From an optimization exercise on the open Yosys and OpenROAD flow, aimed at small area, a short achievable clock period and few clock cycles per item; shortcuts taken in it are not production practice.
At most, simulation tests tie the RTL to the original design; equivalence was not proved.

// sm3_core
module sm3_core (
    input  wire         clk,
    input  wire         rst,         
    input  wire         start_i,
    input  wire         first_i,
    input  wire [511:0] block_i,     
    output wire         ready_o,
    output reg          done_o,
    output wire [255:0] digest_o     
);
Size in the first run: roughly 5800 cells after synthesis, about 1100 flip-flops, about 770 I/O pins, roughly 50000 µm² of cells after synthesis.
==> module sm3_core, before the edit <==
module sm3_core (
    input  wire         clk,
    input  wire         rst,         
    input  wire         start_i,
    input  wire         first_i,
    input  wire [511:0] block_i,     
    output wire         ready_o,
    output reg          done_o,
    output wire [255:0] digest_o     
);
    localparam [255:0] IV = {32'h7380166F, 32'h4914B2B9, 32'h172442D7, 32'hDA8A0600,
                             32'hA96F30BC, 32'h163138AA, 32'hE38DEE4D, 32'hB0FB0E4E};
    localparam [31:0]  T0 = 32'h79CC4519;
    localparam [31:0]  T1 = 32'h7A879D8A;
    function [31:0] p0;
        input [31:0] x;
        begin
            p0 = x ^ {x[22:0], x[31:23]} ^ {x[14:0], x[31:15]};
        end
    endfunction
    function [31:0] p1;
        input [31:0] x;
        begin
            p1 = x ^ {x[16:0], x[31:17]} ^ {x[8:0], x[31:9]};
        end
    endfunction
    function [31:0] add32;
        input [31:0] x, y;
        reg   [31:0] g, p;
        integer i, d;
        begin
            g = x & y;
            p = x ^ y;
            for (d = 1; d < 32; d = d * 2)
                for (i = 0; i < 32; i = i + 1)
                    if (i & d) begin
                        g[i] = g[i] | (p[i] & g[(i & ~(d - 1)) - 1]);
                        p[i] = p[i] & p[(i & ~(d - 1)) - 1];
                    end
            add32 = x ^ y ^ {g[30:0], 1'b0};
        end
    endfunction
    reg          busy_q;                 
    reg          rdy_q;                  
    reg          rdyo_q;                 
    reg  [5:0]   cnt_q;                  
    reg          early_q;                
    reg          late_q;                 
    reg          lat2_q;                 
    reg          cv_q;                   
    reg          rcv_q;                  
    reg          rncv_q;                 
    reg          vf_q;                   
    reg  [255:0] v_q;                    
    reg          vld_q;                  
    reg          vhold_q;                
    reg  [255:0] s_q;                    
    reg  [511:0] w_q;                    
    reg  [31:0]  k_q;                    
    wire [31:0] wt [0:15];               
    wire [31:0] w0  = wt[0];             
    wire [31:0] w3  = wt[3];
    wire [31:0] w4  = wt[4];
    wire [31:0] w7  = wt[7];
    wire [31:0] w10 = wt[10];
    wire [31:0] w13 = wt[13];
    wire [31:0] w16 = p1(w0 ^ w7 ^ {w13[16:0], w13[31:17]})
                      ^ {w3[24:0], w3[31:25]} ^ w10;         
    wire [31:0] wp  = w0 ^ w4;                               
    wire [31:0] a, b, c, d, e, f, g, h;
    assign {a, b, c, d, e, f, g, h} = s_q;
    wire [31:0] a12 = {a[19:0], a[31:20]};
    wire [31:0] s0s = a12 ^ e ^ k_q;
    wire [31:0] s0c = (a12 & e) | (a12 & k_q) | (e & k_q);
    wire [31:0] sst = add32(s0s, {s0c[30:0], 1'b0});
    wire [31:0] ss1 = {sst[24:0], sst[31:25]};
    wire [31:0] ss2 = ss1 ^ a12;
    wire [31:0] ff  = early_q ? (a ^ b ^ c) : ((a & b) | (a & c) | (b & c));
    wire [31:0] gsel = {{16{late_q}}, {16{lat2_q}}};
    wire [31:0] gg  = (gsel & ((e & f) | (~e & g))) | (~gsel & (e ^ f ^ g));
    wire [31:0] t1s = ff ^ d ^ wp;
    wire [31:0] t1c = {((ff & d) | (ff & wp) | (d & wp)), 1'b0};
    wire [31:0] x1  = add32(t1s, t1c);
    wire [31:0] tt1 = add32(x1, ss2);
    wire [31:0] t2s = gg ^ h ^ w0;
    wire [31:0] t2c = {((gg & h) | (gg & w0) | (h & w0)), 1'b0};
    wire [31:0] x2  = add32(t2s, t2c);
    wire [31:0] tt2 = add32(x2, ss1);
    wire [255:0] s_next = {tt1, a, {b[22:0], b[31:23]}, c,
                           p0(tt2), e, {f[12:0], f[31:13]}, g};
    wire [511:0] w_d;
    genvar gk;
    generate
        for (gk = 0; gk < 16; gk = gk + 1) begin : g_w
            wire [31:0] ws = w_q[511-32*gk -: 32];
            wire [31:0] bk = block_i[511-32*gk -: 32];
            if (gk % 2 == 0) begin : g_even
                assign wt[gk] = ws;
                assign w_d[511-32*gk -: 32] = (~w_q[479-32*gk -: 32] | {32{rdy_q}})
                                              & (bk | {32{busy_q}});
            end else begin : g_odd
                assign wt[gk] = ~ws;
                if (gk == 15) begin : g_last
                    assign w_d[31:0] = ~((w16 | {32{rdy_q}}) & (bk | {32{busy_q}}));
                end else begin : g_mid
                    assign w_d[511-32*gk -: 32] = ~((w_q[479-32*gk -: 32] | {32{rdy_q}})
                                                    & (bk | {32{busy_q}}));
                end
            end
        end
    endgenerate
    wire         last   = busy_q & (cnt_q == 6'd63);
    wire         acc    = start_i & rdy_q;
    wire         sel_iv = first_i | ~cv_q;             
    wire         ld_v   = rcv_q & ~first_i;            
    wire         ld_iv  = rncv_q | (rdy_q & first_i);  
    wire [255:0] v_use  = vf_q ? IV : v_q;
    wire         busy_n = ~rst & (acc | (busy_q & ~last));
    wire         rdy_n  = rst | (~acc & (rdy_q | last));
    wire         cv_n   = ~rst & (cv_q | acc);
    wire [5:0]   j_next = busy_q ? cnt_q + 6'd1 : 6'd0;
    assign ready_o  = rdyo_q;
    assign digest_o = v_q;
    always @(posedge clk) begin
        s_q <= ({256{busy_q}} & s_next) | ({256{ld_v}} & v_q) | ({256{ld_iv}} & IV);
        w_q <= w_d;
        v_q <= ({256{vld_q}} & (v_use ^ s_next)) | ({256{vhold_q}} & v_q);
        if (!busy_q)
            k_q <= T0;
        else if (cnt_q == 6'd15)
            k_q <= {T1[15:0], T1[31:16]};
        else
            k_q <= {k_q[30:0], k_q[31]};
        early_q <= (j_next < 6'd16);
        late_q  <= (j_next >= 6'd16);
        if (rst || last)
            lat2_q <= 1'b0;
        else if (busy_q && cnt_q == 6'd15)
            lat2_q <= 1'b1;
        vld_q   <= ~rst & busy_q & (cnt_q == 6'd62);
        vhold_q <= ~(~rst & busy_q & (cnt_q == 6'd62));
        busy_q <= busy_n;
        rdy_q  <= rdy_n;
        rdyo_q <= ~busy_n;
        cv_q   <= cv_n;
        rcv_q  <= rdy_n & cv_n;
        rncv_q <= rdy_n & ~cv_n;
        if (rst) begin
            cnt_q  <= 6'd0;
            done_o <= 1'b0;
        end else begin
            done_o <= last;
            if (busy_q)
                cnt_q <= cnt_q + 6'd1;
            if (acc)
                vf_q <= sel_iv;
        end
    end
endmodule
==> flow/config.mk <==
export PLATFORM = sky130hd
export DESIGN_NAME = sm3_core
export DESIGN_NICKNAME = sm3_core
export VERILOG_FILES = /design/flow/design.v
export SDC_FILE = /design/flow/constraint.sdc
export NUM_CORES = 4
export LEC_CHECK = 0
export ABC_AREA = 1
export CAP_MARGIN = 20
export CORE_MARGIN = 2
export CORE_UTILIZATION = 55
export PLACE_DENSITY = 0.7
export SLEW_MARGIN = 50
==> flow/constraint.sdc <==
create_clock -name core_clock -period 20.0 [get_ports {clk}]
set_input_delay 4.0000 -clock core_clock [delete_from_list [all_inputs] [get_ports {clk}]]
set_output_delay 4.0000 -clock core_clock [all_outputs]
set_load 0.01 [all_outputs]
standard.sh (not shown) runs the stock make flow with config.mk's settings and CLKGATE_MAP_FILE= SYNTH_SCRIPT=/design/flow/synth_recipe.tcl, a recipe that flattens the netlist after the stock synthesis.
==> flow/flow/run.sh <==
#!/bin/bash
# Layout flow: the standard ORFS flow (standard synthesis unchanged),
# with each input and output port buffered by a small buf_1 cell instead of
# the delay buffer the placer picks by default, and a clock tree without
# dummy balancing loads.
set -euo pipefail
cd "$(dirname "$0")/.."
bash standard.sh "BUFFER_PORTS_ARGS=-buffer_cell sky130_fd_sc_hd__buf_1" \
  "CTS_ARGS=-sink_clustering_enable -repair_clock_nets -dont_use_dummy_load -buf_list sky130_fd_sc_hd__clkbuf_8 -root_buf sky130_fd_sc_hd__clkbuf_16 -sink_clustering_size 16 -sink_clustering_max_diameter 50" \
  finish > flow_make.log 2>&1
Testbench counts at the start, summed over its fixed seeds: cycles 83,208, items 1,280.
Rerun with:
--- a/flow/design.v
+++ b/flow/design.v
@@ -52,8 +52,6 @@
     reg          rncv_q;                 
     reg          vf_q;                   
     reg  [255:0] v_q;                    
-    reg          vld_q;                  
-    reg          vhold_q;                
     reg  [255:0] s_q;                    
     reg  [511:0] w_q;                    
     reg  [31:0]  k_q;                    
@@ -124,7 +122,8 @@
     always @(posedge clk) begin
         s_q <= ({256{busy_q}} & s_next) | ({256{ld_v}} & v_q) | ({256{ld_iv}} & IV);
         w_q <= w_d;
-        v_q <= ({256{vld_q}} & (v_use ^ s_next)) | ({256{vhold_q}} & v_q);
+        if (last)
+            v_q <= v_use ^ s_next;
         if (!busy_q)
             k_q <= T0;
         else if (cnt_q == 6'd15)
@@ -137,8 +136,6 @@
             lat2_q <= 1'b0;
         else if (busy_q && cnt_q == 6'd15)
             lat2_q <= 1'b1;
-        vld_q   <= ~rst & busy_q & (cnt_q == 6'd62);
-        vhold_q <= ~(~rst & busy_q & (cnt_q == 6'd62));
         busy_q <= busy_n;
         rdy_q  <= rdy_n;
         rdyo_q <= ~busy_n;
Wire length fell by 5.8%.
Setup slack gains 18 ps.
Global-route usage falls by 2.4 points.
Design area went up by 0.92%.
Non-clock buffer count went down by 10.
Clock skew grows by 19 ps.
Die area climbs by 0.64%.
Sequential share of layout area is higher by 4.1 points.
Via count falls by 9.2%.
Register-to-register slack gets better by 20 ps.
Synthesized cell count shrinks by 6.8%.
Only the layout flow was run in the second run of this note; the RTL was not checked for function there.

## old
The RTL this note starts from:
==> flow/design.v <==
module sm3_core (
    input  wire         clk,
    input  wire         rst,         
    input  wire         start_i,
    input  wire         first_i,
    input  wire [511:0] block_i,     
    output wire         ready_o,
    output reg          done_o,
    output wire [255:0] digest_o     
);
    localparam [255:0] IV = {32'h7380166F, 32'h4914B2B9, 32'h172442D7, 32'hDA8A0600,
                             32'hA96F30BC, 32'h163138AA, 32'hE38DEE4D, 32'hB0FB0E4E};
    localparam [31:0]  T0 = 32'h79CC4519;
    localparam [31:0]  T1 = 32'h7A879D8A;
    function [31:0] p0;
        input [31:0] x;
        begin
            p0 = x ^ {x[22:0], x[31:23]} ^ {x[14:0], x[31:15]};
        end
    endfunction
    function [31:0] p1;
        input [31:0] x;
        begin
            p1 = x ^ {x[16:0], x[31:17]} ^ {x[8:0], x[31:9]};
        end
    endfunction
    function [31:0] add32;
        input [31:0] x, y;
        reg   [31:0] g, p;
        integer i, d;
        begin
            g = x & y;
            p = x ^ y;
            for (d = 1; d < 32; d = d * 2)
                for (i = 0; i < 32; i = i + 1)
                    if (i & d) begin
                        g[i] = g[i] | (p[i] & g[(i & ~(d - 1)) - 1]);
                        p[i] = p[i] & p[(i & ~(d - 1)) - 1];
                    end
            add32 = x ^ y ^ {g[30:0], 1'b0};
        end
    endfunction
    reg          busy_q;                 
    reg          rdy_q;                  
    reg          rdyo_q;                 
    reg  [5:0]   cnt_q;                  
    reg          early_q;                
    reg          late_q;                 
    reg          cv_q;                   
    reg          rcv_q;                  
    reg          rncv_q;                 
    reg          vf_q;                   
    reg  [255:0] v_q;                    
    reg  [255:0] s_q;                    
    reg  [511:0] w_q;                    
    reg  [31:0]  k_q;                    
    wire [31:0] wt [0:15];               
    wire [31:0] w0  = wt[0];             
    wire [31:0] w3  = wt[3];
    wire [31:0] w4  = wt[4];
    wire [31:0] w7  = wt[7];
    wire [31:0] w10 = wt[10];
    wire [31:0] w13 = wt[13];
    wire [31:0] w16 = p1(w0 ^ w7 ^ {w13[16:0], w13[31:17]})
                      ^ {w3[24:0], w3[31:25]} ^ w10;         
    wire [31:0] wp  = w0 ^ w4;                               
    wire [31:0] a, b, c, d, e, f, g, h;
    assign {a, b, c, d, e, f, g, h} = s_q;
    wire [31:0] a12 = {a[19:0], a[31:20]};
    wire [31:0] s0s = a12 ^ e ^ k_q;
    wire [31:0] s0c = (a12 & e) | (a12 & k_q) | (e & k_q);
    wire [31:0] sst = add32(s0s, {s0c[30:0], 1'b0});
    wire [31:0] ss1 = {sst[24:0], sst[31:25]};
    wire [31:0] ss2 = ss1 ^ a12;
    wire [31:0] ff  = early_q ? (a ^ b ^ c) : ((a & b) | (a & c) | (b & c));
    wire [31:0] gg  = late_q ? ((e & f) | (~e & g)) : (e ^ f ^ g);
    wire [31:0] t1s = ff ^ d ^ wp;
    wire [31:0] t1c = {((ff & d) | (ff & wp) | (d & wp)), 1'b0};
    wire [31:0] x1  = add32(t1s, t1c);
    wire [31:0] tt1 = add32(x1, ss2);
    wire [31:0] t2s = gg ^ h ^ w0;
    wire [31:0] t2c = {((gg & h) | (gg & w0) | (h & w0)), 1'b0};
    wire [31:0] x2  = add32(t2s, t2c);
    wire [31:0] tt2 = add32(x2, ss1);
    wire [255:0] s_next = {tt1, a, {b[22:0], b[31:23]}, c,
                           p0(tt2), e, {f[12:0], f[31:13]}, g};
    wire [511:0] w_d;
    genvar gk;
    generate
        for (gk = 0; gk < 16; gk = gk + 1) begin : g_w
            wire [31:0] ws = w_q[511-32*gk -: 32];
            wire [31:0] bk = block_i[511-32*gk -: 32];
            if (gk % 2 == 0) begin : g_even
                assign wt[gk] = ws;
                assign w_d[511-32*gk -: 32] = (~w_q[479-32*gk -: 32] | {32{rdy_q}})
                                              & (bk | {32{busy_q}});
            end else begin : g_odd
                assign wt[gk] = ~ws;
                if (gk == 15) begin : g_last
                    assign w_d[31:0] = ~((w16 | {32{rdy_q}}) & (bk | {32{busy_q}}));
                end else begin : g_mid
                    assign w_d[511-32*gk -: 32] = ~((w_q[479-32*gk -: 32] | {32{rdy_q}})
                                                    & (bk | {32{busy_q}}));
                end
            end
        end
    endgenerate
    wire         last   = busy_q & (cnt_q == 6'd63);
    wire         acc    = start_i & rdy_q;
    wire         sel_iv = first_i | ~cv_q;             
    wire         ld_v   = rcv_q & ~first_i;            
    wire         ld_iv  = rncv_q | (rdy_q & first_i);  
    wire [255:0] v_use  = vf_q ? IV : v_q;
    wire         busy_n = ~rst & (acc | (busy_q & ~last));
    wire         rdy_n  = rst | (~acc & (rdy_q | last));
    wire         cv_n   = ~rst & (cv_q | acc);
    wire [5:0]   j_next = busy_q ? cnt_q + 6'd1 : 6'd0;
    assign ready_o  = rdyo_q;
    assign digest_o = v_q;
    always @(posedge clk) begin
        s_q <= ({256{busy_q}} & s_next) | ({256{ld_v}} & v_q) | ({256{ld_iv}} & IV);
        w_q <= w_d;
        if (last)
            v_q <= v_use ^ s_next;
        if (!busy_q)
            k_q <= T0;
        else if (cnt_q == 6'd15)
            k_q <= {T1[15:0], T1[31:16]};
        else
            k_q <= {k_q[30:0], k_q[31]};
        early_q <= (j_next < 6'd16);
        late_q  <= (j_next >= 6'd16);
        busy_q <= busy_n;
        rdy_q  <= rdy_n;
        rdyo_q <= ~busy_n;
        cv_q   <= cv_n;
        rcv_q  <= rdy_n & cv_n;
        rncv_q <= rdy_n & ~cv_n;
        if (rst) begin
            cnt_q  <= 6'd0;
            done_o <= 1'b0;
        end else begin
            done_o <= last;
            if (busy_q)
                cnt_q <= cnt_q + 6'd1;
            if (acc)
                vf_q <= sel_iv;
        end
    end
endmodule
Settings: LEC_CHECK=0, ABC_AREA=1, CAP_MARGIN=20, CORE_MARGIN=2, CORE_UTILIZATION=55, PLACE_DENSITY=0.7, SLEW_MARGIN=20; clock period 20.0 ns.
Scripts as last shown in full above: flow/flow/run.sh
Testbench counts of old, summed over its fixed seeds: cycles 83,208, items 1,280.
The following lists how new was set up differently from old:
-- flow/design.v --
<<< old, line 55
    reg  [511:0] w_q;                    
    reg  [31:0]  k_q;                    
    wire [31:0] wt [0:15];               
    wire [31:0] w0  = wt[0];             
    wire [31:0] w3  = wt[3];
    wire [31:0] w4  = wt[4];
    wire [31:0] w7  = wt[7];
    wire [31:0] w10 = wt[10];
    wire [31:0] w13 = wt[13];
    wire [31:0] w16 = p1(w0 ^ w7 ^ {w13[16:0], w13[31:17]})
                      ^ {w3[24:0], w3[31:25]} ^ w10;         
>>> new, line 55
    reg  [511:0] w_q;                    
    reg  [31:0]  k_q;                    
    wire [31:0] w0  = w_q[511:480];      
    wire [31:0] w3  = w_q[415:384];
    wire [31:0] w4  = w_q[383:352];
    wire [31:0] w7  = w_q[287:256];
    wire [31:0] w10 = w_q[191:160];
    wire [31:0] w13 = w_q[95:64];
    wire [31:0] w16 = p1(w0 ^ w7 ^ {w13[16:0], w13[31:17]})
                      ^ {w3[24:0], w3[31:25]} ^ w10;         
<<< old, line 85
    wire [255:0] s_next = {tt1, a, {b[22:0], b[31:23]}, c,
                           p0(tt2), e, {f[12:0], f[31:13]}, g};
    wire [511:0] w_d;
    genvar gk;
    generate
        for (gk = 0; gk < 16; gk = gk + 1) begin : g_w
            wire [31:0] ws = w_q[511-32*gk -: 32];
            wire [31:0] bk = block_i[511-32*gk -: 32];
            if (gk % 2 == 0) begin : g_even
                assign wt[gk] = ws;
                assign w_d[511-32*gk -: 32] = (~w_q[479-32*gk -: 32] | {32{rdy_q}})
                                              & (bk | {32{busy_q}});
            end else begin : g_odd
                assign wt[gk] = ~ws;
                if (gk == 15) begin : g_last
                    assign w_d[31:0] = ~((w16 | {32{rdy_q}}) & (bk | {32{busy_q}}));
                end else begin : g_mid
                    assign w_d[511-32*gk -: 32] = ~((w_q[479-32*gk -: 32] | {32{rdy_q}})
                                                    & (bk | {32{busy_q}}));
                end
            end
        end
    endgenerate
    wire         last   = busy_q & (cnt_q == 6'd63);
    wire         acc    = start_i & rdy_q;
>>> new, line 84
    wire [255:0] s_next = {tt1, a, {b[22:0], b[31:23]}, c,
                           p0(tt2), e, {f[12:0], f[31:13]}, g};
    wire [511:0] w_next = {w_q[479:0], w16};
    wire         last   = busy_q & (cnt_q == 6'd63);
    wire         acc    = start_i & rdy_q;
<<< old, line 120
    always @(posedge clk) begin
        s_q <= ({256{busy_q}} & s_next) | ({256{ld_v}} & v_q) | ({256{ld_iv}} & IV);
        w_q <= w_d;
        if (last)
            v_q <= v_use ^ s_next;
>>> new, line 99
    always @(posedge clk) begin
        s_q <= ({256{busy_q}} & s_next) | ({256{ld_v}} & v_q) | ({256{ld_iv}} & IV);
        w_q <= ({512{busy_q}} & w_next) | ({512{rdy_q}} & block_i);
        if (last)
            v_q <= v_use ^ s_next;
- The first-pass GRT wire length in new sits 8.9 mm above the value recorded for old.
- Final area delta (new − old): unfavourable
- new has slack of the critical path above what old had.
- old -> new: wire length increased by a few percent
- Between new and old, the area fraction of clock buffers and clock inverters figures differ only marginally.
- Between new and old, the difference in final standard cell count with taps included and fillers excluded is negligible.
- Against old, new comes in 1.2% lower on number of nets produced by synthesis.
- Looking only at net count reported at finish, and setting everything else aside, the higher value of new and old goes to old.
Testbench counts of new, summed over its fixed seeds: cycles 83,208, items 1,280.

[re-timing with driven ports]
The results above use ideal ports. As a check the final layouts listed here were re-extracted and re-timed, cells and wires unchanged. Step 1: set_driving_cell puts a clkbuf_16 on clk and a buf_2 on each other input, an assumption about the parent block. Step 2 times the ports against the registers' clock, not the clock port: input delays grow and output delays shrink by t, the midpoint of the rising clock arrivals with the driver on. a / b / c = no drivers / after step 1 / after step 2; a / b = the first two.
run	t, ns	slack for setup (ns)	worst data-port slew with drivers (ns)
the first run of note 1	0.720	13.675 / 13.675 / 13.675	0.18
the second run of note 1	0.717	13.693 / 13.693 / 13.693	0.19
old	0.722	13.623 / 13.623 / 13.582	0.18
new	0.723	13.734 / 13.734 / 13.686	0.21
After both steps setup and hold are still met in every run listed. For new, which loses most, drivers alone change the setup slack by 0.000 ns; drivers and shift together by -0.048 ns.
